From an optimization exercise on the open Yosys and OpenROAD flow, aimed at small area, a short achievable clock period and few clock cycles; shortcuts taken in it are not production practice. Only simulation tests tie the RTL to the original design; equivalence was not proved. Power is estimated from default activity; no workload was simulated.

`config.mk`:
```
export PLATFORM = sky130hd
export DESIGN_NAME = aw_core
export DESIGN_NICKNAME = aw_core
export VERILOG_FILES = /design/flow/design.v
export SDC_FILE = /design/flow/constraint.sdc
export NUM_CORES = 4
export LEC_CHECK = 0
export CAP_MARGIN = 20
export CORE_MARGIN = 2
export CORE_UTILIZATION = 65
export PLACE_DENSITY = 0.75
export SLEW_MARGIN = 20
```
`constraint.sdc`:
```
create_clock -name core_clock -period 10.0 [get_ports {clk}]
set_input_delay 2.0000 -clock core_clock [delete_from_list [all_inputs] [get_ports {clk}]]
set_output_delay 2.0000 -clock core_clock [all_outputs]
set_load 0.01 [all_outputs]
```
`design.v`:
```
module aw_qr_rows (
    input  wire [20:0]  sel,       
    input  wire [2:0]   qrst,
    input  wire [14:0]  fmt,
    input  wire [207:0] shv,
    output wire [20:0]  mod_row,
    output wire [20:0]  func_row
);
    wire [20:0] d_row =
          ({21{sel[0]}} & {1'b0, 1'b0, 1'b0, 1'b0, 1'b0, 1'b0, 1'b0, 1'b0, ~shv[73], shv[72], ~shv[71], shv[70], 1'b0, 1'b0, 1'b0, 1'b0, 1'b0, 1'b0, 1'b0, 1'b0, 1'b0})
        | ({21{sel[1]}} & {1'b0, 1'b0, 1'b0, 1'b0, 1'b0, 1'b0, 1'b0, 1'b0, shv[75], ~shv[74], shv[69], ~shv[68], 1'b0, 1'b0, 1'b0, 1'b0, 1'b0, 1'b0, 1'b0, 1'b0, 1'b0})
        | ({21{sel[2]}} & {1'b0, 1'b0, 1'b0, 1'b0, 1'b0, 1'b0, 1'b0, 1'b0, ~shv[77], shv[76], ~shv[67], shv[66], 1'b0, 1'b0, 1'b0, 1'b0, 1'b0, 1'b0, 1'b0, 1'b0, 1'b0})
        | ({21{sel[3]}} & {1'b0, 1'b0, 1'b0, 1'b0, 1'b0, 1'b0, 1'b0, 1'b0, shv[79], ~shv[78], shv[65], ~shv[64], 1'b0, 1'b0, 1'b0, 1'b0, 1'b0, 1'b0, 1'b0, 1'b0, 1'b0})
        | ({21{sel[4]}} & {1'b0, 1'b0, 1'b0, 1'b0, 1'b0, 1'b0, 1'b0, 1'b0, ~shv[81], shv[80], ~shv[63], shv[62], 1'b0, 1'b0, 1'b0, 1'b0, 1'b0, 1'b0, 1'b0, 1'b0, 1'b0})
        | ({21{sel[5]}} & {1'b0, 1'b0, 1'b0, 1'b0, 1'b0, 1'b0, 1'b0, 1'b0, shv[83], ~shv[82], shv[61], ~shv[60], 1'b0, 1'b0, 1'b0, 1'b0, 1'b0, 1'b0, 1'b0, 1'b0, 1'b0})
        | ({21{sel[6]}} & {1'b0, 1'b0, 1'b0, 1'b0, 1'b0, 1'b0, 1'b0, 1'b0, 1'b0, 1'b0, 1'b0, 1'b0, 1'b0, 1'b0, 1'b0, 1'b0, 1'b0, 1'b0, 1'b0, 1'b0, 1'b0})
        | ({21{sel[7]}} & {1'b0, 1'b0, 1'b0, 1'b0, 1'b0, 1'b0, 1'b0, 1'b0, shv[85], ~shv[84], shv[59], ~shv[58], 1'b0, 1'b0, 1'b0, 1'b0, 1'b0, 1'b0, 1'b0, 1'b0, 1'b0})
        | ({21{sel[8]}} & {1'b0, 1'b0, 1'b0, 1'b0, 1'b0, 1'b0, 1'b0, 1'b0, ~shv[87], shv[86], ~shv[57], shv[56], 1'b0, 1'b0, 1'b0, 1'b0, 1'b0, 1'b0, 1'b0, 1'b0, 1'b0})
        | ({21{sel[9]}} & {shv[185], ~shv[184], shv[183], ~shv[182], shv[137], ~shv[136], shv[135], ~shv[134], shv[89], ~shv[88], shv[55], ~shv[54], shv[25], ~shv[24], 1'b0, ~shv[23], shv[22], ~shv[9], shv[8], ~shv[7], shv[6]})
        | ({21{sel[10]}} & {~shv[187], shv[186], ~shv[181], shv[180], ~shv[139], shv[138], ~shv[133], shv[132], ~shv[91], shv[90], ~shv[53], shv[52], ~shv[27], shv[26], 1'b0, shv[21], ~shv[20], shv[11], ~shv[10], shv[5], ~shv[4]})
        | ({21{sel[11]}} & {shv[189], ~shv[188], shv[179], ~shv[178], shv[141], ~shv[140], shv[131], ~shv[130], shv[93], ~shv[92], shv[51], ~shv[50], shv[29], ~shv[28], 1'b0, ~shv[19], shv[18], ~shv[13], shv[12], ~shv[3], shv[2]})
        | ({21{sel[12]}} & {~shv[191], shv[190], ~shv[177], shv[176], ~shv[143], shv[142], ~shv[129], shv[128], ~shv[95], shv[94], ~shv[49], shv[48], ~shv[31], shv[30], 1'b0, shv[17], ~shv[16], shv[15], ~shv[14], shv[1], ~shv[0]})
        | ({21{sel[13]}} & {shv[193], ~shv[192], shv[175], ~shv[174], shv[145], ~shv[144], shv[127], ~shv[126], shv[97], ~shv[96], shv[47], ~shv[46], 1'b0, 1'b0, 1'b0, 1'b0, 1'b0, 1'b0, 1'b0, 1'b0, 1'b0})
        | ({21{sel[14]}} & {~shv[195], shv[194], ~shv[173], shv[172], ~shv[147], shv[146], ~shv[125], shv[124], ~shv[99], shv[98], ~shv[45], shv[44], 1'b0, 1'b0, 1'b0, 1'b0, 1'b0, 1'b0, 1'b0, 1'b0, 1'b0})
        | ({21{sel[15]}} & {shv[197], ~shv[196], shv[171], ~shv[170], shv[149], ~shv[148], shv[123], ~shv[122], shv[101], ~shv[100], shv[43], ~shv[42], 1'b0, 1'b0, 1'b0, 1'b0, 1'b0, 1'b0, 1'b0, 1'b0, 1'b0})
        | ({21{sel[16]}} & {~shv[199], shv[198], ~shv[169], shv[168], ~shv[151], shv[150], ~shv[121], shv[120], ~shv[103], shv[102], ~shv[41], shv[40], 1'b0, 1'b0, 1'b0, 1'b0, 1'b0, 1'b0, 1'b0, 1'b0, 1'b0})
        | ({21{sel[17]}} & {shv[201], ~shv[200], shv[167], ~shv[166], shv[153], ~shv[152], shv[119], ~shv[118], shv[105], ~shv[104], shv[39], ~shv[38], 1'b0, 1'b0, 1'b0, 1'b0, 1'b0, 1'b0, 1'b0, 1'b0, 1'b0})
        | ({21{sel[18]}} & {~shv[203], shv[202], ~shv[165], shv[164], ~shv[155], shv[154], ~shv[117], shv[116], ~shv[107], shv[106], ~shv[37], shv[36], 1'b0, 1'b0, 1'b0, 1'b0, 1'b0, 1'b0, 1'b0, 1'b0, 1'b0})
        | ({21{sel[19]}} & {shv[205], ~shv[204], shv[163], ~shv[162], shv[157], ~shv[156], shv[115], ~shv[114], shv[109], ~shv[108], shv[35], ~shv[34], 1'b0, 1'b0, 1'b0, 1'b0, 1'b0, 1'b0, 1'b0, 1'b0, 1'b0})
        | ({21{sel[20]}} & {~shv[207], shv[206], ~shv[161], shv[160], ~shv[159], shv[158], ~shv[113], shv[112], ~shv[111], shv[110], ~shv[33], shv[32], 1'b0, 1'b0, 1'b0, 1'b0, 1'b0, 1'b0, 1'b0, 1'b0, 1'b0});
    wire [20:0] f_row =
          ({21{sel[0]}} & {1'b0, 1'b0, 1'b0, 1'b0, 1'b0, 1'b0, 1'b0, 1'b0, 1'b0, 1'b0, 1'b0, 1'b0, fmt[0], 1'b0, 1'b0, 1'b0, 1'b0, 1'b0, 1'b0, 1'b0, 1'b0})
        | ({21{sel[1]}} & {1'b0, 1'b0, 1'b0, 1'b0, 1'b0, 1'b0, 1'b0, 1'b0, 1'b0, 1'b0, 1'b0, 1'b0, fmt[1], 1'b0, 1'b0, 1'b0, 1'b0, 1'b0, 1'b0, 1'b0, 1'b0})
        | ({21{sel[2]}} & {1'b0, 1'b0, 1'b0, 1'b0, 1'b0, 1'b0, 1'b0, 1'b0, 1'b0, 1'b0, 1'b0, 1'b0, fmt[2], 1'b0, 1'b0, 1'b0, 1'b0, 1'b0, 1'b0, 1'b0, 1'b0})
        | ({21{sel[3]}} & {1'b0, 1'b0, 1'b0, 1'b0, 1'b0, 1'b0, 1'b0, 1'b0, 1'b0, 1'b0, 1'b0, 1'b0, fmt[3], 1'b0, 1'b0, 1'b0, 1'b0, 1'b0, 1'b0, 1'b0, 1'b0})
        | ({21{sel[4]}} & {1'b0, 1'b0, 1'b0, 1'b0, 1'b0, 1'b0, 1'b0, 1'b0, 1'b0, 1'b0, 1'b0, 1'b0, fmt[4], 1'b0, 1'b0, 1'b0, 1'b0, 1'b0, 1'b0, 1'b0, 1'b0})
        | ({21{sel[5]}} & {1'b0, 1'b0, 1'b0, 1'b0, 1'b0, 1'b0, 1'b0, 1'b0, 1'b0, 1'b0, 1'b0, 1'b0, fmt[5], 1'b0, 1'b0, 1'b0, 1'b0, 1'b0, 1'b0, 1'b0, 1'b0})
        | ({21{sel[7]}} & {1'b0, 1'b0, 1'b0, 1'b0, 1'b0, 1'b0, 1'b0, 1'b0, 1'b0, 1'b0, 1'b0, 1'b0, fmt[6], 1'b0, 1'b0, 1'b0, 1'b0, 1'b0, 1'b0, 1'b0, 1'b0})
        | ({21{sel[8]}} & {fmt[0], fmt[1], fmt[2], fmt[3], fmt[4], fmt[5], fmt[6], fmt[7], 1'b0, 1'b0, 1'b0, 1'b0, fmt[7], fmt[8], 1'b0, fmt[9], fmt[10], fmt[11], fmt[12], fmt[13], fmt[14]})
        | ({21{sel[14]}} & {1'b0, 1'b0, 1'b0, 1'b0, 1'b0, 1'b0, 1'b0, 1'b0, 1'b0, 1'b0, 1'b0, 1'b0, fmt[8], 1'b0, 1'b0, 1'b0, 1'b0, 1'b0, 1'b0, 1'b0, 1'b0})
        | ({21{sel[15]}} & {1'b0, 1'b0, 1'b0, 1'b0, 1'b0, 1'b0, 1'b0, 1'b0, 1'b0, 1'b0, 1'b0, 1'b0, fmt[9], 1'b0, 1'b0, 1'b0, 1'b0, 1'b0, 1'b0, 1'b0, 1'b0})
        | ({21{sel[16]}} & {1'b0, 1'b0, 1'b0, 1'b0, 1'b0, 1'b0, 1'b0, 1'b0, 1'b0, 1'b0, 1'b0, 1'b0, fmt[10], 1'b0, 1'b0, 1'b0, 1'b0, 1'b0, 1'b0, 1'b0, 1'b0})
        | ({21{sel[17]}} & {1'b0, 1'b0, 1'b0, 1'b0, 1'b0, 1'b0, 1'b0, 1'b0, 1'b0, 1'b0, 1'b0, 1'b0, fmt[11], 1'b0, 1'b0, 1'b0, 1'b0, 1'b0, 1'b0, 1'b0, 1'b0})
        | ({21{sel[18]}} & {1'b0, 1'b0, 1'b0, 1'b0, 1'b0, 1'b0, 1'b0, 1'b0, 1'b0, 1'b0, 1'b0, 1'b0, fmt[12], 1'b0, 1'b0, 1'b0, 1'b0, 1'b0, 1'b0, 1'b0, 1'b0})
        | ({21{sel[19]}} & {1'b0, 1'b0, 1'b0, 1'b0, 1'b0, 1'b0, 1'b0, 1'b0, 1'b0, 1'b0, 1'b0, 1'b0, fmt[13], 1'b0, 1'b0, 1'b0, 1'b0, 1'b0, 1'b0, 1'b0, 1'b0})
        | ({21{sel[20]}} & {1'b0, 1'b0, 1'b0, 1'b0, 1'b0, 1'b0, 1'b0, 1'b0, 1'b0, 1'b0, 1'b0, 1'b0, fmt[14], 1'b0, 1'b0, 1'b0, 1'b0, 1'b0, 1'b0, 1'b0, 1'b0});
    wire [20:0] c_row =
          ({21{sel[0]}} & 21'h1FC07F)
        | ({21{sel[1]}} & 21'h104041)
        | ({21{sel[2]}} & 21'h17405D)
        | ({21{sel[3]}} & 21'h17405D)
        | ({21{sel[4]}} & 21'h17405D)
        | ({21{sel[5]}} & 21'h104041)
        | ({21{sel[6]}} & 21'h1FD57F)
        | ({21{sel[8]}} & 21'h000040)
        | ({21{sel[10]}} & 21'h000040)
        | ({21{sel[12]}} & 21'h000040)
        | ({21{sel[13]}} & 21'h000100)
        | ({21{sel[14]}} & 21'h00007F)
        | ({21{sel[15]}} & 21'h000041)
        | ({21{sel[16]}} & 21'h00005D)
        | ({21{sel[17]}} & 21'h00005D)
        | ({21{sel[18]}} & 21'h00005D)
        | ({21{sel[19]}} & 21'h000041)
        | ({21{sel[20]}} & 21'h00007F);
    wire [20:0] fn_row =
          ({21{sel[0]}} & 21'h1FE1FF)
        | ({21{sel[1]}} & 21'h1FE1FF)
        | ({21{sel[2]}} & 21'h1FE1FF)
        | ({21{sel[3]}} & 21'h1FE1FF)
        | ({21{sel[4]}} & 21'h1FE1FF)
        | ({21{sel[5]}} & 21'h1FE1FF)
        | ({21{sel[6]}} & 21'h1FFFFF)
        | ({21{sel[7]}} & 21'h1FE1FF)
        | ({21{sel[8]}} & 21'h1FE1FF)
        | ({21{sel[9]}} & 21'h000040)
        | ({21{sel[10]}} & 21'h000040)
        | ({21{sel[11]}} & 21'h000040)
        | ({21{sel[12]}} & 21'h000040)
        | ({21{sel[13]}} & 21'h0001FF)
        | ({21{sel[14]}} & 21'h0001FF)
        | ({21{sel[15]}} & 21'h0001FF)
        | ({21{sel[16]}} & 21'h0001FF)
        | ({21{sel[17]}} & 21'h0001FF)
        | ({21{sel[18]}} & 21'h0001FF)
        | ({21{sel[19]}} & 21'h0001FF)
        | ({21{sel[20]}} & 21'h0001FF);
    assign mod_row  = (d_row & {21{qrst[1]}}) | (f_row & {21{qrst[2]}}) | (c_row & {21{qrst[0]}});
    assign func_row = fn_row & {21{qrst[0]}};
endmodule
module aw_gf_mul (
    input  wire [7:0] a,
    input  wire [7:0] b,
    output reg  [7:0] p
);
    reg [14:0] r;
    integer k;
    always @(*) begin
        r = 15'd0;
        for (k = 0; k < 8; k = k + 1)
            if (b[k]) r = r ^ ({7'd0, a} << k);
        for (k = 14; k >= 8; k = k - 1)
            if (r[k]) r = r ^ (15'h11D << (k - 8));
        p = r[7:0];
    end
endmodule
module aw_core (
    input  wire        clk,
    input  wire        rst,
    input  wire        cmd_valid,
    output wire        cmd_ready,
    input  wire [31:0] cmd,
    output reg         rsp_valid,
    output reg  [31:0] rsp
);
    localparam [7:0] OP_NOP     = 8'h00;
    localparam [7:0] OP_BUF_WR  = 8'h01;
    localparam [7:0] OP_BUF_RD  = 8'h02;
    localparam [7:0] OP_CSR_RD  = 8'h03;
    localparam [7:0] OP_GF_EXP  = 8'h30;
    localparam [7:0] OP_GF_LOG  = 8'h31;
    localparam [7:0] OP_GF_MUL  = 8'h32;
    localparam [7:0] OP_RS_GEN  = 8'h40;
    localparam [7:0] OP_RS_ENC  = 8'h41;
    localparam [7:0] OP_RS_SYN  = 8'h42;
    localparam [7:0] OP_FMT_ENC = 8'h50;
    localparam [7:0] OP_QR_INIT = 8'h60;
    localparam [7:0] OP_QR_DATA = 8'h61;
    localparam [7:0] OP_QR_FMT  = 8'h62;
    localparam [7:0] OP_QR_GET  = 8'h63;
    localparam [7:0] OP_QR_ROW  = 8'h64;
    localparam [23:0] CORE_ID = 24'h415701;
    localparam F_WR   = 0;    
    localparam F_RD   = 1;    
    localparam F_CSR  = 2;    
    localparam F_EXP  = 3;    
    localparam F_LOG  = 4;    
    localparam F_MUL  = 5;    
    localparam F_GEN  = 6;    
    localparam F_ENC  = 7;    
    localparam F_SYN  = 8;    
    localparam F_FENC = 9;    
    localparam F_INIT = 10;   
    localparam F_DATA = 11;   
    localparam F_FMT  = 12;   
    localparam F_GET  = 13;   
    localparam F_ROW  = 14;   
    localparam F_LEG  = 15;   
    localparam F_DOM  = 16;   
    localparam F_NOP  = 17;   
    localparam ND     = 18;
    localparam NF     = 18;
    function [7:0] gen_coef;
        input [2:0] j;
        case (j)
            3'd0: gen_coef = 8'h75;
            3'd1: gen_coef = 8'h44;
            3'd2: gen_coef = 8'h0B;
            3'd3: gen_coef = 8'hA4;
            3'd4: gen_coef = 8'h9A;
            3'd5: gen_coef = 8'h7A;
            3'd6: gen_coef = 8'h7F;
            default: gen_coef = 8'h01;
        endcase
    endfunction
    function [7:0] gf_cmul;
        input [7:0] a;
        input [7:0] b;
        reg [14:0] r;
        integer k;
        begin
            r = 15'd0;
            for (k = 0; k < 8; k = k + 1)
                if (b[k]) r = r ^ ({7'd0, a} << k);
            for (k = 14; k >= 8; k = k - 1)
                if (r[k]) r = r ^ (15'h11D << (k - 8));
            gf_cmul = r[7:0];
        end
    endfunction
    function [7:0] xtime;
        input [7:0] v;
        xtime = {v[6:0], 1'b0} ^ (v[7] ? 8'h1D : 8'h00);
    endfunction
    function [14:0] bch_format;
        input [4:0] d;
        reg [14:0] v;
        integer k;
        begin
            v = {d, 10'd0};
            for (k = 14; k >= 10; k = k - 1)
                if (v[k]) v = v ^ (15'h537 << (k - 10));
            bch_format = {d, v[9:0]} ^ 15'h5412;
        end
    endfunction
    localparam NP = 21;
    function [NP-1:0] predecode;
        input [31:0] c;
        reg [7:0] o;
        begin
            o = c[31:24];
            predecode = {o == OP_BUF_WR && c[7:0] == 8'd0 && c[23:16] <= 8'h19,
                         c[23:16] == 8'd0, !c[15], c[14:8] == 7'd0, c[7:0] == 8'd0,
                         o == OP_QR_ROW,  o == OP_QR_GET,  o == OP_QR_FMT,  o == OP_QR_DATA,
                         o == OP_QR_INIT, o == OP_FMT_ENC, o == OP_RS_SYN,  o == OP_RS_ENC,
                         o == OP_RS_GEN,  o == OP_GF_MUL,  o == OP_GF_LOG,  o == OP_GF_EXP,
                         o == OP_CSR_RD,  o == OP_BUF_RD,  o == OP_BUF_WR,  o == OP_NOP};
        end
    endfunction
    function [ND-1:0] decode;
        input [NP-1:0] p;
        input [7:0]    a;
        input [7:0]    b;
        reg z8, z16, z24, zi, fz, fa_, fab, fi;
        begin
            z8  = p[16];
            z16 = p[16] && p[17] && p[18];
            z24 = z16 && p[19];
            zi  = p[18] && p[19];
            fz  = (p[0] || p[8] || p[11] || p[12]) && z24;
            fa_ = (p[2] || p[3] || p[4] || p[5] || p[7] || p[9] || p[10]) && z16;
            fab = (p[1] || p[6] || p[14] || p[15]) && z8;
            fi  = p[13] && zi;
            decode = {ND{1'b0}};
            decode[F_LEG]  = fz || fa_ || fab || fi;
            decode[F_NOP]  = p[0] && z24;
            decode[F_WR]   = p[20];
            decode[F_RD]   = p[2] && z16 && a <= 8'h19;
            decode[F_CSR]  = p[3] && z16 && a <= 8'd1;
            decode[F_EXP]  = p[4] && z16;
            decode[F_LOG]  = p[5] && z16 && a != 8'd0;
            decode[F_DOM]  = p[5] && z16 && a == 8'd0;
            decode[F_MUL]  = p[6] && z8;
            decode[F_GEN]  = p[7] && z16 && a <= 8'd7;
            decode[F_ENC]  = p[8] && z24;
            decode[F_SYN]  = p[9] && z16 && a <= 8'd6;
            decode[F_FENC] = p[10] && z16 && a <= 8'd31;
            decode[F_INIT] = p[11] && z24;
            decode[F_DATA] = p[12] && z24;
            decode[F_FMT]  = p[13] && zi;
            decode[F_GET]  = p[14] && z8 && a <= 8'd20 && b <= 8'd20;
            decode[F_ROW]  = p[15] && z8 && a <= 8'd20 && b <= 8'd1;
        end
    endfunction
    reg  [7:0]  cw [0:25];    
    reg  [7:0]  sh [0:25];    
    reg  [14:0] fmt;          
    reg  [2:0]  qrst;
    reg         clean;        
    reg         rdy;          
    reg         rdy_o;        
    reg         v_q;          
    reg  [NP-1:0] p_q;        
    reg           inv_q;      
    reg           fwd_q;      
    reg  [23:0] c_q;          
    reg  [5:0]  rs_hi;        
    reg  [3:0]  rs_lo;        
    reg  [4:0]  rd_q;         
    reg  [7:0]  rb_q;         
    reg         ph;           
    reg  [4:0]  ep;           
    reg  [7:0]  rem [0:6];    
    reg         rz;           
    reg         sl_busy;      
    reg  [7:0]  sl_acc;
    reg  [7:0]  sl_cnt;
    reg  [2:0]  sl_k;         
    assign cmd_ready = rdy_o;
    wire [7:0]  fa    = c_q[23:16];
    wire [7:0]  fb    = c_q[15:8];
    wire [14:0] imm15 = c_q[14:0];
    wire [NF-1:0] f_q = decode(p_q, c_q[23:16], c_q[15:8]);
    wire [NF-1:0] e = f_q;
    wire seq_data = !qrst[0] || qrst[1];
    wire seq_fmt  = !qrst[0] || qrst[2];
    wire do_wr    = e[F_WR];
    wire do_data  = e[F_DATA] && !seq_data;
    wire do_fmt   = e[F_FMT] && !seq_fmt;
    wire syn_slow = v_q && e[F_SYN] && !clean;
    wire slow     = (v_q && (e[F_EXP] || e[F_LOG] || e[F_GET] || e[F_RD])) || syn_slow;
    wire [7:0] cw_x [0:31];
    genvar g;
    generate
        for (g = 0; g < 32; g = g + 1) begin : g_cwx
            assign cw_x[g] = cw[(g < 26) ? g : g - 8];
        end
    endgenerate
    wire [7:0] cw_rd = cw_x[rd_q];
    wire       eng_done = (ep == 5'd19);
    wire       inv      = do_wr && inv_q;
    wire [4:0] ep_s     = inv ? 5'd0 : ep;
    wire       fwd      = do_wr && fwd_q;
    wire       rem_z    = inv || rz;
    wire       eng_step = inv ? fwd : (!eng_done && (fwd || ph));
    wire [7:0] eng_byte = fwd ? fb : rb_q;
    wire       ph_n     = !inv && !eng_step && !eng_done && (rd_q == ep);
    wire [7:0] rem_s [0:6];
    wire [7:0] rem_n [0:6];
    wire [7:0] rs_fb = eng_byte ^ rem_s[0];
    generate
        for (g = 0; g < 7; g = g + 1) begin : g_rs
            assign rem_s[g] = rem_z ? 8'd0 : rem[g];
            if (g < 6) begin : g_mid
                assign rem_n[g] = rem_s[g + 1] ^ gf_cmul(gen_coef(3'd6 - g), rs_fb);
            end else begin : g_last
                assign rem_n[g] = gf_cmul(gen_coef(3'd0), rs_fb);
            end
        end
    endgenerate
    wire [4:0] ep_n = eng_step ? ep_s + 5'd1 : ep_s;
    wire [7:0] exp_tgt = (fa == 8'd255) ? 8'd0 : fa;
    wire [2:0] syn_t   = (fa[2:0] == 3'd0) ? 3'd1 : fa[2:0];
    wire       syn_mul = (sl_k != syn_t);
    reg        sl_done;
    always @(*) begin
        if (f_q[F_SYN])      sl_done = !syn_mul && (sl_cnt[4:0] == 5'd25);
        else if (f_q[F_EXP]) sl_done = (sl_cnt == exp_tgt);
        else if (f_q[F_LOG]) sl_done = (sl_acc == fa);
        else if (f_q[F_RD])  sl_done = sl_cnt[0];   
        else                 sl_done = 1'b1;       
    end
    wire stall    = (e[F_ENC] && !eng_done) || (slow && !(sl_busy && sl_done));
    wire complete = v_q && !stall;
    wire [7:0] cnt_n = !sl_busy ? 8'd0 : ((f_q[F_SYN] && syn_mul) ? sl_cnt : sl_cnt + 8'd1);
    wire [207:0] shv;
    generate
        for (g = 0; g < 26; g = g + 1) begin : g_sh
            assign shv[207 - 8 * g -: 8] = sh[g];
        end
    endgenerate
    wire [20:0] mod_row, func_row;
    wire [20:0] row_sel;
    generate
        for (g = 0; g < 21; g = g + 1) begin : g_rsel
            assign row_sel[g] = rs_hi[g / 4] && rs_lo[g % 4];
        end
    endgenerate
    aw_qr_rows u_rows (.sel(row_sel), .qrst(qrst), .fmt(fmt), .shv(shv),
                       .mod_row(mod_row), .func_row(func_row));
    wire [20:0] rsp_row = rsp[20:0];
    wire        get_mod = rsp_row[fb[4:0]];
    wire        get_fn  = func_row[fb[4:0]];
    wire [7:0] prod;
    aw_gf_mul u_mul (.a(fa), .b(fb), .p(prod));
    wire seq_err = (e[F_DATA] && seq_data) || (e[F_FMT] && seq_fmt);
    wire ran  = |{e[F_WR], e[F_RD], e[F_CSR], e[F_EXP], e[F_LOG], e[F_MUL], e[F_GEN],
                  e[F_ENC], e[F_SYN], e[F_FENC], e[F_INIT], e[F_DATA], e[F_FMT],
                  e[F_GET], e[F_ROW], e[F_DOM], e[F_NOP]};
    wire r_ill = !e[F_LEG];
    wire r_rng = e[F_LEG] && !ran;
    wire [7:0] r_st = {3'd0, r_ill | r_rng | seq_err, 2'd0, e[F_DOM] | seq_err, r_rng};
    wire row_mod = (e[F_ROW] && !fb[0]) || (e[F_GET] && !sl_busy);
    wire [23:0] r_val =
          ({24{e[F_RD]}}              & {16'd0, rb_q})
        | ({24{e[F_CSR] && !fa[0]}}   & CORE_ID)
        | ({24{e[F_CSR] && fa[0]}}    & {21'd0, qrst})
        | ({24{e[F_EXP]}}             & {16'd0, sl_acc})
        | ({24{e[F_LOG]}}             & {16'd0, sl_cnt})
        | ({24{e[F_MUL]}}             & {16'd0, prod})
        | ({24{e[F_GEN]}}             & {16'd0, gen_coef(fa[2:0])})
        | ({24{syn_slow}}             & {16'd0, sl_acc ^ rb_q})
        | ({24{e[F_FENC]}}            & {9'd0, bch_format(fa[4:0])})
        | ({24{e[F_GET] && sl_busy}}  & {22'd0, get_fn, get_mod})
        | ({24{row_mod}}              & {3'd0, mod_row})
        | ({24{e[F_ROW] && fb[0]}}    & {3'd0, func_row});
    wire accept     = cmd_valid && rdy;
    wire clean_n    = (e[F_ENC] && eng_done) ? 1'b1 : (do_wr ? 1'b0 : clean);
    wire eng_done_n = (ep_n == 5'd19);
    wire [7:0] op_in = cmd[31:24];
    wire in_stall = ((op_in == OP_RS_ENC) && !eng_done_n) || (op_in == OP_GF_EXP) ||
                    (op_in == OP_GF_LOG) || (op_in == OP_QR_GET) || (op_in == OP_BUF_RD) ||
                    ((op_in == OP_RS_SYN) && !clean_n);
    wire rdy_n = accept ? !in_stall : (!v_q || complete || (e[F_ENC] && eng_done_n));
    wire [NP-1:0] pd_in = predecode(cmd);
    wire [4:0] in_a    = cmd[20:16];
    wire [4:0] ep_p1   = ep + 5'd1;
    wire       a_eq    = inv ? (eng_step ? in_a == 5'd1 : in_a == 5'd0)
                             : (eng_step ? in_a == ep_p1 : in_a == ep);
    wire       a_lt    = inv ? (eng_step && in_a == 5'd0)
                             : (eng_step ? in_a < ep_p1 : in_a < ep);
    wire [4:0] rd_n = (v_q && e[F_RD]) ? fa[4:0] :
                      (syn_slow && !complete) ? cnt_n[4:0] : ep_n;
    integer i;
    always @(posedge clk) begin
        if (rst) begin
            rdy       <= 1'b1;
            v_q       <= 1'b0;
            rsp_valid <= 1'b0;
            qrst      <= 3'd0;
            clean     <= 1'b1;
            ep        <= 5'd0;
            rz        <= 1'b1;
            ph        <= 1'b0;
            sl_busy   <= 1'b0;
        end else begin
            rdy       <= rdy_n;
            v_q       <= accept || (v_q && !complete);
            rsp_valid <= complete;
            clean     <= clean_n;
            ep        <= ep_n;
            rz        <= rem_z && !eng_step;
            ph        <= ph_n;
            if (e[F_INIT]) qrst <= 3'b001;
            if (do_data)   qrst[1] <= 1'b1;
            if (do_fmt)    qrst[2] <= 1'b1;
            sl_busy   <= slow && !(sl_busy && sl_done);
        end
    end
    always @(posedge clk) begin
        if (rst || rdy)
        begin
            p_q <= pd_in & {NP{cmd_valid && !rst}};
            inv_q <= a_lt;
            fwd_q <= a_lt ? (in_a == 5'd0) : a_eq;
        end
        if (rdy) begin
            c_q   <= cmd[23:0];
            rs_hi <= 6'd1 << cmd[20:18];
            rs_lo <= 4'd1 << cmd[17:16];
        end
        rsp <= {r_st, r_val};
        rb_q <= cw_rd;
        rdy_o <= rst || rdy_n;
        rd_q <= rd_n;
        if (eng_step)
            for (i = 0; i < 7; i = i + 1) rem[i] <= rem_n[i];
        if (do_fmt) fmt <= imm15;
        if (do_data)
            for (i = 0; i < 26; i = i + 1) sh[i] <= cw[i];
        if (slow) begin
            sl_cnt <= cnt_n;
            if (!sl_busy) begin
                sl_acc <= f_q[F_SYN] ? 8'd0 : 8'd1;
                sl_k   <= 3'd0;
            end else if (f_q[F_SYN]) begin
                if (syn_mul) begin
                    if (sl_k < fa[2:0]) sl_acc <= xtime(sl_acc);
                    sl_k   <= sl_k + 3'd1;
                end else begin
                    sl_acc <= sl_acc ^ rb_q;
                    sl_k   <= 3'd0;
                end
            end else begin
                sl_acc <= xtime(sl_acc);
            end
        end
    end
    wire       enc_wr = v_q && e[F_ENC] && eng_done;
    wire [7:0] wr_d   = rst ? 8'd0 : fb;
    generate
        for (g = 0; g < 26; g = g + 1) begin : g_cw
            wire we = rst || (do_wr && fa[4:0] == g);
            if (g < 19) begin : g_data
                always @(posedge clk)
                    if (we) cw[g] <= wr_d;
            end else begin : g_par
                always @(posedge clk)
                    if (we || enc_wr) cw[g] <= (enc_wr && !rst) ? rem[g - 19] : wr_d;
            end
        end
    endgenerate
endmodule
```
`flow/run.sh`:
```
#!/bin/bash
set -euo pipefail
export SETUP_SLACK_MARGIN=6.9
bash standard.sh > standard_make.log 2>&1
```
`standard.sh`:
```
#!/bin/bash
# synth_recipe.tcl (not shown) runs the flow's synth.tcl, then flattens the netlist and writes it again
# the make line also repeats each setting of config.mk as NAME=value (left out here)
make -C /OpenROAD-flow-scripts/flow DESIGN_CONFIG=/design/flow/config.mk WORK_HOME=/design/flow/orfs CLKGATE_MAP_FILE= SYNTH_SCRIPT=/design/flow/synth_recipe.tcl "${@:-finish}"
```
==> summary.md, run 1 <==
| Metric | Value |
|---|---|
| Actual slew at the worst max-slew pin | `1.23 ns` |
| Post-synth top area cell | `edfxtp_1` |
| Critical Path Source Type | `flop` |
| Vias in the first global route | `19900` |
| Die area | `approximately 45000 µm²` |
| P&R area growth vs syn | `14.9%` |
| First-pass GRT wire length | `roughly 140 mm` |
| CP Class | `reg2reg` |
| Max Cap Viol | `0` |
| Cts hold-fix bufs | `0` |
| HP Class | `reg2reg` |
| Rel. slew slack | `approximately 18%` |
| Pin count of the biggest net entering global routing | `209` |
| Final net count | `2400` |
| Tot GR Track Use | `44.6%` |
| Leakage | `11.3 nW` |
| Gr ovfl total | `0` |
| Fin cells | `between 2000 and 3000` |
| Clock Latency Late Sink | `0.65 ns` |
| Area contributors post-synth | `edfxtp_1 (60%), xnor2_1 (4.7%), nand2_1 (4.6%), dfxtp_1 (3.8%), xor2_1 (2.3%)` |
| Req. time, crit path | `10.47 ns` |
| Most frequent cell after synthesis | `edfxtp_1` |
| Clock Sinks | `around 620` |
| Layout cells sized above 1 | `between 10% and 20%` |
| Critical Path End Type | `flop` |
| Final Hold Viols | `0` |
| Skew final | `0.0403 ns` |
| Sequential area share after synthesis | `between 60% and 70%` |
| Clock tree buffer depth | `3` |
| Fraction of registers with async set or reset after synthesis | `0%` |
| Avg Inst Size Synth | `12.6 µm²` |
| Routed vias | `roughly 21000` |
| Commonest cells in the netlist | `edfxtp_1 (563), nand2_1 (348), xnor2_1 (151)` |
| PwrDens | `about 280 nW/µm²` |
| Ports | `between 60 and 70` |
| Mapped Cells | `approximately 2200` |
| Register bit total from synthesis | `between 600 and 700` |
| Die Wd | `212 µm` |
| Placer Congestion | `1.07` |
| DR iter-0 viols | `between 4000 and 5000` |
| Wire length per cell | `33.8 µm` |
| VDD IR max | `approximately 0.5 mV` |
| CP max stage cell | `a211oi_1` |
| IO Port Bufs | `61` |
| CP Cell Sequence | `buf_4 -> inv_1 -> o22ai_1 -> o21a_1 -> nor3_1 -> o2111ai_1 -> a211oi_1 -> o21ai_0` |
| Setup violations, final | `0` |
| Max Clk Rate | `around 320 MHz` |
| Post-Route Setup TNS | `0 ns` |
| DR pass1 iterations | `10` |
| Status | `finished clean` |
| # placed instances | `~2800` |
| Detail Route Antenna Nets | `0` |
| Distinct cells, synth | `87` |
| Core region area | `approximately 43000 µm²` |
| Initial Util | `roughly 66%` |
| Unrepaired setup endpoints after global routing | `true` |
| Synth Flop Type | `edfxtp_1` |
| Syn. warnings | `5` |
| Post-synth top area share | `59.9%` |
| Pre-CTS setup slack | `5.81 ns` |
| Residual DRC count | `0` |
| Slew Viols, Final | `0` |
| Vias per Instance | `~7` |
| Worst path bufs/invs | `2` |
| CP peak stage delay | `about 0.71 ns` |
| Clk pin slew, worst setup/hold paths | `0.06 ns` |
| CTS Buf Count | `60` |
| Final period util | `between 30% and 40%` |
| CP Max Fanout | `26` |
| Root Buffer | `clkbuf_16` |
| Post-synth EDFFs | `~560` |
| Row count | `76` |
| Max H-tree Level | `2` |
| Hpwl dp | `~70 mm` |
| Die height | `around 210 µm` |
| Fin worst setup slack | `roughly 6.8 ns` |
| Netlist Area Pre-Place | `between 20000 and 30000 µm²` |
| Initial antenna violation count | `6` |
| CTS tree | `yes` |
| CP arrival | `roughly 3.6 ns` |
| WL final | `between 100 and 150 mm` |
| Tmin final | `between 3 and 4 ns` |
| Worst path top cell family by delay | `compound AO/OA/AOI/OAI gates` |
[what timing repair did]
action	in CTS	in global routing
endpoints found under the setup margin	286	112
gates cloned	0	2
resized for setup	188	53
setup buffers	31	15
pin swaps	12	10
[report_power, final]
group | switching (W) | internal [W] | leakage (nW)
Sequential | 0.000287 | 0.00333 | 5.90
Clock | 0.000991 | 0.00138 | 1.00
Combinational | 0.00168 | 0.00128 | 4.40
[placed cells by master, fill, tap and decap left out, types with 17 or more instances in the layout]
master,count
a21oi_1,61
a221oi_1,51
a22o_1,27
a22oi_1,42
buf_4,84
buf_6,18
clkbuf_16,63
clkdlybuf4s50_1,23
dfxtp_1,31
dfxtp_2,23
edfxtp_1,563
inv_1,33
nand2_1,345
nand3_1,43
nand4_1,29
nor2_1,132
nor3_1,17
o21ai_0,77
o22ai_1,27
xnor2_1,149
xor2_1,72
[state kept, by name, summed over array words and instances, names as in the netlist, 15 cells and up]
register  cells
rsp          25
cw          208
sh          208
fmt          15
rem          56
p_q          21
c_q          24
[logic make-up after synthesis]
group	count (synthesis)	share of synthesized area, %
buffers and inverters	154	2.21
other	1	0.0133
and+or+nand+nor	706	11.3
muxes	28	1.40
adders and majority gates	19	0.869
AOI/OAI and AO/OA	474	12.0
DFF	617	63.7
xor gates and xnor gates	244	8.45
[stage by stage]
step	hold WS [ns]	power [W]	utilization (%)	area [µm²]
after floorplan	0.400	0.00543	-	28400
after global placement	0.404	0.00607	68.9	29600
after detailed placement	0.407	0.00615	68.9	29600
after CTS	0.419	0.00867	74.6	32100
after global routing	0.434	0.00913	75.4	32400
final	0.418	0.00895	75.4	32400
[worst paths after layout]
check	from	end	slack [ns]	depth (start not counted)
worst min-delay path	c_q[1]	fmt[1]	0.42	0
worst max-delay path	rs_hi[4]	rsp[9]	6.84	8
worst min register to register	c_q[1]	fmt[1]	0.42	0
worst max register to register	rs_hi[4]	rsp[9]	6.84	8
[final cells by class]
cell class	instances	area, µm²
fillers	2645	10600
repair buffers	151	1320
multi-input cells	1479	10100
inverters	37	151
clock inverters	24	330
well taps	585	732
flip-flops and latches	617	18000
clock buffers	86	1730
diodes	3	7.51
[metal layers]
metal	vias to the layer above	track usage [%]	part of all wire [%]
met2	2015	66.0	44
met5	-	0	0.011
met4	2	23.8	6.5
met1	10200	58.9	34
li1	8632	-	-
met3	390	14.7	16
Testbench counts, summed over its fixed seeds: cycles 2,320.
==> run 2, diff against run 1 <==
--- a/config.mk
+++ b/config.mk
@@ -8,5 +8,7 @@
 export CAP_MARGIN = 20
 export CORE_MARGIN = 2
 export CORE_UTILIZATION = 65
+export CTS_CLUSTER_DIAMETER = 60
+export CTS_CLUSTER_SIZE = 30
 export PLACE_DENSITY = 0.75
 export SLEW_MARGIN = 20
==> summary.md, run 2 <==
| Metric | Value |
|---|---|
| Netlist Area Pre-Place | `between 20000 and 30000 µm²` |
| VDD IR max | `a little over 0.5 mV` |
| CTS tree | `yes` |
| Power Total | `0.00832 W` |
| Req. time, crit path | `roughly 10 ns` |
| Most frequent cells in the layout | `edfxtp_1 (563), nand2_1 (344), xnor2_1 (150)` |
| Status | `finished clean` |
| WL final | `between 90 and 100 mm` |
| Fin cells | `2932` |
| Post-synth EDFFs | `between 500 and 600` |
| Residual DRC count | `0` |
| IO Port Bufs | `approximately 60` |
| Slew Viols, Final | `0` |
| Initial antenna violation count | `3` |
| Most frequent cell after synthesis | `edfxtp_1` |
| Post-synth top area share | `~60%` |
| Clock Latency Late Sink | `about 0.62 ns` |
| Fraction of registers with async set or reset after synthesis | `0%` |
| Max H-tree Level | `2` |
| Die Wd | `around 210 µm` |
| Die height | `between 200 and 250 µm` |
| Syn. warnings | `5` |
| CP Class | `reg2reg` |
| Actual slew at the worst max-slew pin | `1.25 ns` |
| Avg Inst Size Synth | `12.6 µm²` |
| Fillers | `between 2000 and 3000` |
| Mapped Cells | `~2200` |
| Die area | `~45000 µm²` |
| Synth Flop Type | `edfxtp_1` |
| Final period util | `31.7%` |
| Detail Route Antenna Nets | `0` |
| Critical Path Source Type | `flop` |
| Row count | `between 70 and 80` |
| Wire length per cell | `approximately 34 µm` |
| Placer Congestion | `~1.1` |
| Setup violations, final | `0` |
| Gr ovfl total | `0` |
| DR iter-0 viols | `between 4000 and 5000` |
| Clock tree buffer depth | `3` |
| Critical Path End Type | `flop` |
| Vias in the first global route | `19300` |
| Area contributors post-synth | `edfxtp_1 (60%), xnor2_1 (4.7%), nand2_1 (4.6%), dfxtp_1 (3.8%), xor2_1 (2.3%)` |
| Post-synth top area cell | `edfxtp_1` |
| Clock Sinks | `about 620` |
| Final Hold Viols | `0` |
| Final Util | `roughly three quarters` |
| Layout cells sized above 1 | `about 14%` |
| Hpwl dp | `69.2 mm` |
| Routed vias | `21100` |
| Clk pin slew, worst setup/hold paths | `~0.10 ns` |
| Max Clk Rate | `approximately 320 MHz` |
| Core region area | `about 43000 µm²` |
| Pin count of the biggest net entering global routing | `approximately 210` |
| Rel. slew slack | `16.4%` |
| CP arrival | `3.60 ns` |
| Max Cap Viol | `0` |
| HP Class | `reg2reg` |
| Commonest non-fill, non-tap cell in the layout | `edfxtp_1` |
| DR pass1 iterations | `6` |
| Tot GR Track Use | `approximately 44%` |
| Sequential area share after synthesis | `63.7%` |
| Cts hold-fix bufs | `0` |
| PwrDens | `around 260 nW/µm²` |
| Final net count | `~2400` |
| Leakage | `~11 nW` |
| Register bit total from synthesis | `around 620` |
| Tmin final | `approximately 3.2 ns` |
| Vias per Instance | `7.18` |
| Reg2Reg Setup Slack | `6.83 ns` |
| Hold_sp | `c_q[1]` |
| Commonest cells in the netlist | `edfxtp_1 (563), nand2_1 (348), xnor2_1 (151)` |
| Critical R2R Launch | `rd_q[2]` |
| Post-Route Setup TNS | `0 ns` |
| Ports | `roughly 70` |
| Initial Util | `between 60% and 70%` |
| P&R area growth vs syn | `12.1%` |
| Unrepaired setup endpoints after global routing | `true` |
| CP Max Fanout | `14` |
| CTS Buf Count | `40` |
| CP startpoint | `rd_q[2]` |
| Biggest regs | `cw x208, sh x208, rem x56` |
| Distinct cells, synth | `87` |
| Skew final | `approximately 0.043 ns` |
| # placed instances | `around 2800` |
| First-pass GRT wire length | `approximately 140 mm` |
| Root Buffer | `clkbuf_16` |
-- run 2: cell counts after synthesis --
Identical to the previous run, type by type.
-- run 2: kinds of logic after synthesis --
group	after synthesis	share of synthesized area, %
flip-flops	617	63.7
adder cells (fa/ha/maj)	19	0.869
multiplexers	28	1.40
AO/OA/AOI/OAI	474	12.0
other	1	0.0133
buffers and inverters	154	2.21
XOR/XNOR	244	8.45
AND/OR/NAND/NOR	706	11.3
-- run 2: power by group --
group | total (W) | switching [W] | internal (W)
Sequential | 0.00361 | 0.000284 | 0.00333
Combinational | 0.00283 | 0.00161 | 0.00122
Clock | 0.00188 | 0.00103 | 0.000847
-- run 2: routing by layer --
metal	up-vias	share of wire [%]	track usage (%)
li1	8567	-	-
met1	10100	34	58.6
met2	2006	44	64.9
met3	367	16	14.1
met4	4	6.1	21.8
met5	-	0.023	0
-- run 2: critical path, stage by stage (launching register included) --
cell and delay [ns]:
dfxtp_1 0.84, or3_1 0.31, or3_1 0.51, o21ai_0 0.19
a31oi_1 0.17, o21ai_0 0.23, nor3_1 0.42, a31oi_1 0.30
-- run 2: path summary, 6_finish.rpt --
path                            cells after the start  endpoint
worst max-delay path                                7   rb_q[1]
worst min-delay path                                0    fmt[1]
worst min register to register                      0    fmt[1]
worst max register to register                      7   rb_q[1]
-- run 2: timing repair --
item | CTS | global route
setup buffers | 20 | 17
setup endpoints to repair | 300 | 62
pin swaps | 10 | 10
resized for setup | 178 | 50
gates cloned | 0 | 1
-- run 2: cell type report --
type                       instances  area (µm²)  area share [%]
clock buffer                      41        1000            3.18
timing repair buffer             140        1150            3.65
antenna                            1        2.50         0.00791
multi-input combinational       1479       10100            32.0
sequential                       617       18000            56.9
clock inverter                    32         474            1.50
tap                              585         732            2.31
inverter                          37         151           0.478
-- run 2: stage by stage --
step	hold WS [ns]	area [µm²]	worst slack [ns]
floorplan	0.400	28400	3.48
global placement	0.404	29600	5.72
detailed placement	0.407	29600	5.81
CTS	0.428	31300	6.90
global route	0.444	31600	6.80
finish	0.429	31600	6.83
==> run 3, diff against run 2 <==
--- a/design.v
+++ b/design.v
@@ -413,8 +413,9 @@
             inv_q <= a_lt;
             fwd_q <= a_lt ? (in_a == 5'd0) : a_eq;
         end
+        c_q[7:0] <= cmd[7:0];
         if (rdy) begin
-            c_q   <= cmd[23:0];
+            c_q[23:8] <= cmd[23:8];
             rs_hi <= 6'd1 << cmd[20:18];
             rs_lo <= 4'd1 << cmd[17:16];
         end
==> flow/run.sh (replaced) <==
#!/bin/bash
set -euo pipefail
export SETUP_SLACK_MARGIN=6.9
export BUFFER_PORTS_ARGS="-buffer_cell sky130_fd_sc_hd__buf_1"
bash standard.sh > standard_make.log 2>&1
==> summary.md, run 3 <==
| Metric | Value |
|---|---|
| Root Buffer | `clkbuf_16` |
| Syn. warnings | `5` |
| Clk pin slew, worst setup/hold paths | `about 0.090 ns` |
| IO Port Bufs | `61` |
| Netlist Area Pre-Place | `around 28000 µm²` |
| Fin cells | `between 2000 and 3000` |
| Tmin final | `3.25 ns` |
| Die Wd | `roughly 210 µm` |
| Die height | `between 200 and 250 µm` |
| Vias in the first global route | `approximately 19000` |
| WL final | `94.5 mm` |
| Post-synth top area cell | `edfxtp_1` |
| Core region area | `roughly 43000 µm²` |
| Status | `finished clean` |
| CTS tree | `yes` |
| P_sw | `0.00276 W` |
| Clock Sinks | `between 600 and 700` |
| CTS Buf Count | `38` |
| Int Pwr | `0.00531 W` |
| Clock power frac | `~22%` |
| PwrDens | `258 nW/µm²` |
| Wl on met1 | `between 30 and 40 mm` |
| Clock tree buffer depth | `3` |
| CP Cell Sequence | `nand2_1 -> nor2_1 -> a22oi_1 -> nand4_1 -> nor3_1 -> a31oi_1` |
| Max Cap Viol | `0` |
| Area contributors post-synth | `edfxtp_1 (59%), xnor2_1 (4.7%), nand2_1 (4.6%), dfxtp_1 (4.4%), xor2_1 (2.3%)` |
| Final net count | `around 2400` |
| Worst path top cell family by delay | `simple AND/OR/NAND/NOR gates` |
| Leakage | `between 10 and 15 nW` |
| Final Hold Viols | `0` |
| Distinct cells, synth | `87` |
| Initial Util | `roughly 66%` |
| CP peak stage delay | `0.86 ns` |
| Placer Congestion | `about 1.1` |
| Slew Viols, Final | `0` |
| Wire length per cell | `between 30 and 40 µm` |
| Fraction of registers with async set or reset after synthesis | `0%` |
| Switching share of power | `between 30 and 40%` |
| Ports | `69` |
| Sequential area share after synthesis | `a little under two thirds` |
| CP max stage cell | `nor2_1` |
| CP arrival | `between 3 and 4 ns` |
| Detail Route Antenna Nets | `0` |
| Synth Area in Simple Gates | `11.3%` |
| CP Class | `reg2reg` |
| Combinational fraction of design power | `33.3%` |
| Biggest regs | `cw x208, sh x208, rem x56` |
| Final period util | `around a third` |
| Critical Path End Type | `flop` |
| Req. time, crit path | `10.43 ns` |
| Post-Route Setup TNS | `0 ns` |
| Complex-gate fraction of the synthesized area | `12.1%` |
| Wire length on met2 | `between 40 and 50 mm` |
| DR iter-0 viols | `roughly 3800` |
| Post-synthesis mux area share | `~1.4%` |
| Gr ovfl total | `0` |
| DR pass1 iterations | `8` |
| Skew final | `~0.038 ns` |
| Unrepaired setup endpoints after global routing | `true` |
| Cts hold-fix bufs | `0` |
| Hpwl dp | `between 60 and 70 mm` |
| Initial antenna violation count | `2` |
| Vias per Instance | `between 7 and 8` |
| Largest family of logic cells by synthesized area | `compound AO/OA/AOI/OAI gates` |
| Avg Inst Size Synth | `12.5 µm²` |
| Post-synth EDFFs | `~560` |
| Routed vias | `around 21000` |
| Commonest cells in the netlist | `edfxtp_1 (555), nand2_1 (348), xnor2_1 (151)` |
| Register share of total power | `44.5%` |
| Rel. slew slack | `approximately 17%` |
| Pin count of the biggest net entering global routing | `approximately 190` |
| Row count | `between 70 and 80` |
| Top Layer Used | `met5` |
| Adder-cell share of the synthesized area | `less than 1%` |
| HP Class | `reg2reg` |
| Commonest non-fill, non-tap cell in the layout | `edfxtp_1` |
| Cell Area, Placed | `a little under 30000 µm²` |
| Mapped Cells | `2243` |
| CP Max Fanout | `14` |
| VDD IR max | `roughly 0.40 mV` |
| Tot GR Track Use | `between 40% and 50%` |
| Actual slew at the worst max-slew pin | `1.24 ns` |
| Post-Synth XOR/XNOR Area | `under 10%` |
| Most frequent cell after synthesis | `edfxtp_1` |
| Post-synth top area share | `about three fifths` |
| Worst path bufs/invs | `0` |
| Register bit total from synthesis | `approximately 620` |
| Most frequent cells in the layout | `edfxtp_1 (555), nand2_1 (347), xnor2_1 (149)` |
| # placed instances | `between 2000 and 3000` |
| Max H-tree Level | `2` |
| Synth Flop Type | `edfxtp_1` |
| Residual DRC count | `0` |
| Setup violations, final | `0` |
| Critical Path Source Type | `flop` |
| Met3 WL post-DR | `14.7 mm` |
| Max Clk Rate | `between 300 and 400 MHz` |
| Die area | `roughly 45000 µm²` |
| Fin area | `~31000 µm²` |
| P&R area growth vs syn | `11.1%` |
| First-pass GRT wire length | `about 130 mm` |
| Layout cells sized above 1 | `13.1%` |
| Clock Latency Late Sink | `0.61 ns` |
## run 3: cell types whose count changed in the layout (fill, tap and decap cells not counted), moves of 8 or more
cell,change
clkdlybuf4s50_1,-23
dfxtp_1,+14
buf_1,+33
edfxtp_1,-8
buf_4,-11
## run 3: through the flow
stage / hold slack, ns / power [W] / utilization, % / worst slack (ns)
after global routing: 0.429 / 0.00828 / 72.9 / 6.81
after floorplan: 0.386 / 0.00543 / - / 3.48
after global placement: 0.392 / 0.00605 / 67.8 / 6.14
after detailed placement: 0.389 / 0.00611 / 67.8 / 6.05
final: 0.415 / 0.00807 / 72.9 / 6.75
after CTS: 0.415 / 0.00789 / 71.6 / 6.88
## run 3: metal layers
| metal | global-route usage (%) | up-vias |
|---|---|---|
| li1 | - | 8536 |
| met1 | 57.2 | 10100 |
| met2 | 61.3 | 1870 |
| met3 | 14.4 | 351 |
| met4 | 18.1 | 2 |
| met5 | 0.890 | - |
## run 3: cell families (layout without fill, tap and decap cells)
| group | after synthesis | after routing |
|---|---|---|
| simple gates | 706 | 706 |
| flops | 617 | 617 |
| compound gates | 474 | 474 |
| xor+xnor | 244 | 244 |
| buf+inv | 154 | 243 |
| mux | 28 | 28 |
| fa+ha+maj | 19 | 19 |
| other cells | 1 | 8 |
## run 3: area by class of cell
type	instances	area, µm²
multi-input cells	1478	10100
repair buffers	137	985
clock buffers	40	980
flip-flops and latches	617	17900
clock inverters	29	390
fillers	2852	11600
well taps	585	732
inverters	37	156
diodes	1	2.50
## run 3: worst paths after layout
| kind | from | end | slack (ns) | depth (start not counted) |
|---|---|---|---|---|
| max reg2reg | rd_q[2] | rb_q[1] | 6.75 | 6 |
| min | c_q[7] | fmt[7] | 0.42 | 0 |
| min reg2reg | c_q[7] | fmt[7] | 0.42 | 0 |
| max | rd_q[2] | rb_q[1] | 6.75 | 6 |
## run 3: power groups by stage
stage	combinational (W)	sequential, W	clock, W
global placement	0.00240	0.00365	0
CTS	0.00252	0.00359	0.00178
floorplan	0.00196	0.00347	0
finish	0.00269	0.00359	0.00179
global route	0.00283	0.00359	0.00185
detailed placement	0.00246	0.00365	0
## run 3: repair_timing
| item | in CTS | in global routing |
|---|---|---|
| setup buffers | 14 | 30 |
| endpoints found under the hold margin | 0 | 0 |
| endpoints found under the setup margin | 393 | 78 |
| pin swaps | 6 | 9 |
| resized for setup | 52 | 60 |
Testbench counts of run 3, summed over its fixed seeds: cycles 2,320.
==> run 4, diff against run 3 <==
--- a/design.v
+++ b/design.v
@@ -192,13 +192,17 @@
             bch_format = {d, v[9:0]} ^ 15'h5412;
         end
     endfunction
-    localparam NP = 21;
+    localparam NP = 29;
     function [NP-1:0] predecode;
         input [31:0] c;
         reg [7:0] o;
         begin
             o = c[31:24];
-            predecode = {o == OP_BUF_WR && c[7:0] == 8'd0 && c[23:16] <= 8'h19,
+            predecode = {c[23:16] <= 8'h19,
+                         c[15:8] <= 8'd1,  c[15:8] <= 8'd20, c[23:16] <= 8'd20,
+                         c[23:16] <= 8'd31, c[23:16] <= 8'd6,  c[23:16] <= 8'd7,
+                         c[23:16] <= 8'd1,
+                         o == OP_BUF_WR && c[7:0] == 8'd0 && c[23:16] <= 8'h19,
                          c[23:16] == 8'd0, !c[15], c[14:8] == 7'd0, c[7:0] == 8'd0,
                          o == OP_QR_ROW,  o == OP_QR_GET,  o == OP_QR_FMT,  o == OP_QR_DATA,
                          o == OP_QR_INIT, o == OP_FMT_ENC, o == OP_RS_SYN,  o == OP_RS_ENC,
@@ -224,21 +228,21 @@
             decode[F_LEG]  = fz || fa_ || fab || fi;
             decode[F_NOP]  = p[0] && z24;
             decode[F_WR]   = p[20];
-            decode[F_RD]   = p[2] && z16 && a <= 8'h19;
-            decode[F_CSR]  = p[3] && z16 && a <= 8'd1;
+            decode[F_RD]   = p[2] && z16 && p[28];
+            decode[F_CSR]  = p[3] && z16 && p[21];
             decode[F_EXP]  = p[4] && z16;
-            decode[F_LOG]  = p[5] && z16 && a != 8'd0;
-            decode[F_DOM]  = p[5] && z16 && a == 8'd0;
+            decode[F_LOG]  = p[5] && z16 && !p[19];
+            decode[F_DOM]  = p[5] && z16 && p[19];
             decode[F_MUL]  = p[6] && z8;
-            decode[F_GEN]  = p[7] && z16 && a <= 8'd7;
+            decode[F_GEN]  = p[7] && z16 && p[22];
             decode[F_ENC]  = p[8] && z24;
-            decode[F_SYN]  = p[9] && z16 && a <= 8'd6;
-            decode[F_FENC] = p[10] && z16 && a <= 8'd31;
+            decode[F_SYN]  = p[9] && z16 && p[23];
+            decode[F_FENC] = p[10] && z16 && p[24];
             decode[F_INIT] = p[11] && z24;
             decode[F_DATA] = p[12] && z24;
             decode[F_FMT]  = p[13] && zi;
-            decode[F_GET]  = p[14] && z8 && a <= 8'd20 && b <= 8'd20;
-            decode[F_ROW]  = p[15] && z8 && a <= 8'd20 && b <= 8'd1;
+            decode[F_GET]  = p[14] && z8 && p[25] && p[26];
+            decode[F_ROW]  = p[15] && z8 && p[25] && p[27];
         end
     endfunction
     reg  [7:0]  cw [0:25];    
@@ -256,6 +260,8 @@
     reg  [5:0]  rs_hi;        
     reg  [3:0]  rs_lo;        
     reg  [4:0]  rd_q;         
+    reg  [6:0]  rd_hi;        
+    reg  [3:0]  rd_lo;        
     reg  [7:0]  rb_q;         
     reg         ph;           
     reg  [4:0]  ep;           
@@ -278,14 +284,19 @@
     wire do_fmt   = e[F_FMT] && !seq_fmt;
     wire syn_slow = v_q && e[F_SYN] && !clean;
     wire slow     = (v_q && (e[F_EXP] || e[F_LOG] || e[F_GET] || e[F_RD])) || syn_slow;
-    wire [7:0] cw_x [0:31];
     genvar g;
+    wire [7:0] cw_sel [0:25];
     generate
-        for (g = 0; g < 32; g = g + 1) begin : g_cwx
-            assign cw_x[g] = cw[(g < 26) ? g : g - 8];
+        for (g = 0; g < 26; g = g + 1) begin : g_cwx
+            assign cw_sel[g] = cw[g] & {8{rd_hi[g / 4] && rd_lo[g % 4]}};
         end
     endgenerate
-    wire [7:0] cw_rd = cw_x[rd_q];
+    reg [7:0] cw_rd;
+    integer j;
+    always @(*) begin
+        cw_rd = 8'd0;
+        for (j = 0; j < 26; j = j + 1) cw_rd = cw_rd | cw_sel[j];
+    end
     wire       eng_done = (ep == 5'd19);
     wire       inv      = do_wr && inv_q;
     wire [4:0] ep_s     = inv ? 5'd0 : ep;
@@ -423,6 +434,8 @@
         rb_q <= cw_rd;
         rdy_o <= rst || rdy_n;
         rd_q <= rd_n;
+        rd_hi <= 7'd1 << rd_n[4:2];
+        rd_lo <= 4'd1 << rd_n[1:0];
         if (eng_step)
             for (i = 0; i < 7; i = i + 1) rem[i] <= rem_n[i];
         if (do_fmt) fmt <= imm15;
==> summary.md, run 4 <==
| Metric | Value |
|---|---|
| DR iter-0 viols | `between 4000 and 5000` |
| Area contributors post-synth | `edfxtp_1 (59%), dfxtp_1 (5.1%), xnor2_1 (4.8%), nand2_1 (4.7%), xor2_1 (1.8%)` |
| Cts hold-fix bufs | `0` |
| Most frequent cells in the layout | `edfxtp_1 (563), nand2_1 (356), xnor2_1 (159)` |
| CP Max Fanout | `12` |
| Avg Inst Size Synth | `12.6 µm²` |
| Leakage | `11.2 nW` |
| Post-synth EDFFs | `563` |
| Die area | `45900 µm²` |
| Critical Path End Type | `flop` |
| Tot GR Track Use | `roughly two fifths` |
| CP Cell Sequence | `clkbuf_4 -> ha_4 -> nand4_1 -> nor2_2 -> a2111oi_4 -> a41oi_2 -> o22ai_2 -> a311oi_1 -> a21oi_1` |
| Register bit total from synthesis | `between 600 and 700` |
| WL final | `approximately 93 mm` |
| First-pass GRT wire length | `132 mm` |
| Multi-input logic area | `roughly 10000 µm²` |
| Reg2Reg Setup Slack | `around 7.0 ns` |
| Die Wd | `around 210 µm` |
| Pin count of the biggest net entering global routing | `87` |
| Routed vias | `around 21000` |
| Ports | `just under 70` |
| Status | `finished clean` |
| Post-Route Setup TNS | `0 ns` |
| Placer Congestion | `slightly below 1` |
| Setup violations, final | `0` |
| Synth Flop Type | `edfxtp_1` |
| Power Total | `roughly 0.0083 W` |
| CTS Buf Count | `39` |
| Row count | `77` |
| HP Class | `reg2reg` |
| Slew Viols, Final | `0` |
| Max H-tree Level | `2` |
| Clock tree buffer depth | `3` |
| CP Class | `in2reg` |
| Actual slew at the worst max-slew pin | `between 1 and 1.5 ns` |
| Fin worst setup slack | `slightly below 7 ns` |
| Worst path bufs/invs | `1` |
| Vias in the first global route | `about 20000` |
| Netlist Area Pre-Place | `approximately 29000 µm²` |
| VDD IR max | `about 0.33 mV` |
| Max Cap Viol | `0` |
| Gr ovfl total | `0` |
| Layout cells sized above 1 | `between 10% and 20%` |
| Final Hold Viols | `0` |
| Root Buffer | `clkbuf_16` |
| Rel. slew slack | `around 27%` |
| Initial antenna violation count | `3` |
| Final Util | `between 70 and 80%` |
| Distinct cells, synth | `91` |
| Commonest cells in the netlist | `edfxtp_1 (563), nand2_1 (358), xnor2_1 (159)` |
| Req. time, crit path | `10.36 ns` |
| Post-synth top area cell | `edfxtp_1` |
| Residual DRC count | `0` |
| DR pass1 iterations | `7` |
| Skew final | `0.0494 ns` |
| PwrDens | `roughly 260 nW/µm²` |
| Biggest regs | `cw x208, sh x208, rem x56` |
| Fraction of registers with async set or reset after synthesis | `0%` |
| Clk pin slew, worst setup/hold paths | `~0.1 ns` |
| Post-synth top area share | `roughly three fifths` |
| Unrepaired setup endpoints after global routing | `true` |
| Worst path top cell family by delay | `compound AO/OA/AOI/OAI gates` |
| Mapped Cells | `about 2300` |
| Initial Util | `between 60% and 70%` |
| Commonest non-fill, non-tap cell in the layout | `edfxtp_1` |
| P&R area growth vs syn | `11.3%` |
| Detail Route Antenna Nets | `0` |
| Clock Sinks | `636` |
| Syn. warnings | `5` |
| Final period util | `between 30 and 40%` |
| Wire length per cell | `between 30 and 40 µm` |
| Core region area | `between 40000 and 50000 µm²` |
| Critical Path Source Type | `primary input` |
| Most frequent cell after synthesis | `edfxtp_1` |
| Pre-CTS setup slack | `5.90 ns` |
| Hpwl dp | `around 62 mm` |
| Vias per Instance | `about 6.9` |
| Clock Latency Late Sink | `0.62 ns` |
| Final net count | `approximately 2400` |
| IO Port Bufs | `61` |
| Sequential area share after synthesis | `between 60 and 70%` |
| Fillers | `3002` |
| Tmin final | `about 3.1 ns` |
| Register area | `18400 µm²` |
| Max Clk Rate | `between 300 and 400 MHz` |
| CP max stage cell | `ha_4` |
| CTS tree | `yes` |
| Die height | `214 µm` |
| CP arrival | `approximately 3.5 ns` |
| CP peak stage delay | `approximately 0.3 ns` |
-- run 4: cell types whose count changed in the layout (fill, tap and decap cells not counted), sizes merged, moves of 12 or more --
cell	change
a222oi	+24
buf	+27
a22oi	+22
nor2	-18
a221oi	-31
nand2	+12
-- run 4: cell families after synthesis --
logic type / after synthesis / share of synthesized area, %
buf+inv: 180 / 2.57
flops: 636 / 63.9
mux: 22 / 1.18
simple gates: 704 / 11.2
fa+ha+maj: 18 / 0.810
compound gates: 472 / 11.8
xor+xnor: 244 / 8.51
other cells: 1 / 0.0131
-- run 4: worst register-to-register path, cell delays in order (launching register included) --
cell       delay [ns]
edfxtp_1         0.38
buf_4            0.32
clkinv_1         0.42
o22ai_1          0.12
a222oi_1         0.45
nand3_1          0.29
a2111oi_2        0.71
o221ai_1         0.21
-- run 4: stage by stage --
step,instances,hold WS [ns],cell area [µm²]
2_1_floorplan,2283,0.386,28900
3_3_place_gp,2843,0.389,29600
3_5_place_dp,2843,0.392,29600
4_1_cts,2939,0.414,31500
5_1_grt,2977,0.427,32000
6_report,2981,0.412,32000
-- run 4: final timing paths --
| path | depth (start not counted) | start | to |
|---|---|---|---|
| max | 9 | cmd[20] | fwd_q |
| min | 0 | c_q[4] | fmt[4] |
| max reg2reg | 7 | rs_hi[3] | rsp[10] |
| min reg2reg | 0 | c_q[4] | fmt[4] |
-- run 4: per-layer routing --
layer / track usage, % / wire (µm) / up-vias
li1: - / - / 8659
met2: 60.5 / 41600 / 1665
met5: 0 / 33 / -
met1: 51.7 / 32300 / 10000
met4: 22.8 / 6230 / 4
met3: 11.7 / 12400 / 359
-- run 4: layout make-up --
| type | instances | area share [%] |
|---|---|---|
| Antenna cell | 4 | 0.0313 |
| Clock buffer | 42 | 3.25 |
| Clock inverter | 28 | 1.22 |
| Inverter | 42 | 0.560 |
| Multi-Input combinational cell | 1467 | 31.3 |
| Sequential cell | 636 | 57.5 |
| Tap cell | 592 | 2.32 |
| Timing Repair Buffer | 170 | 3.82 |
-- run 4: timing repair --
item | in CTS | in global routing
buffers inserted | 26 | 38
setup endpoints to repair | 263 | 229
gates resized for setup | 43 | 57
pin swaps | 9 | 14
cloned | 0 | 0
-- run 4: power by group --
group          internal (W)  leakage, nW  total, W  switching [W]
Sequential          0.00339         6.08   0.00365       0.000253
Clock              0.000835        0.693   0.00185        0.00101
Combinational       0.00125         4.40   0.00278        0.00154
Testbench counts of run 4, summed over its fixed seeds: cycles 2,320.

-- what the ideal ports hide --
Ports are ideal in the flow. The routed layouts listed here were re-timed in OpenROAD.
Step 1 (the two cells are an assumption about what drives the block):
set clk [get_ports {clk}]
set_driving_cell -lib_cell sky130_fd_sc_hd__clkbuf_16 $clk
set_driving_cell -lib_cell sky130_fd_sc_hd__buf_2 [delete_from_list [all_inputs] $clk]
Step 2, shift: input delay + t, output delay - t, t = (earliest + latest rising clock arrival at the registers) / 2. This alone moves slack from input paths to output paths.
Slacks: no drivers / after step 1 / after step 2; pairs: no drivers / after step 1.
| run | t (ns) | slack for setup (ns) | latest minus earliest clock arrival (ns) | slew at the worst register clock pin (ns) |
|---|---|---|---|---|
| run 1 | 0.695 | 6.841 / 6.841 / 6.318 | 0.043 / 0.043 | 0.07 / 0.07 |
| run 2 | 0.665 | 6.830 / 6.830 / 6.257 | 0.046 / 0.046 | 0.11 / 0.11 |
| run 3 | 0.654 | 6.753 / 6.753 / 6.222 | 0.038 / 0.038 | 0.11 / 0.11 |
| run 4 | 0.649 | 6.892 / 6.870 / 6.262 | 0.054 / 0.053 | 0.11 / 0.11 |
After both steps setup and hold are still met in every run listed. The setup slack of run 4, which loses most, moves by -0.022 ns with the drivers and by -0.630 ns with both steps.
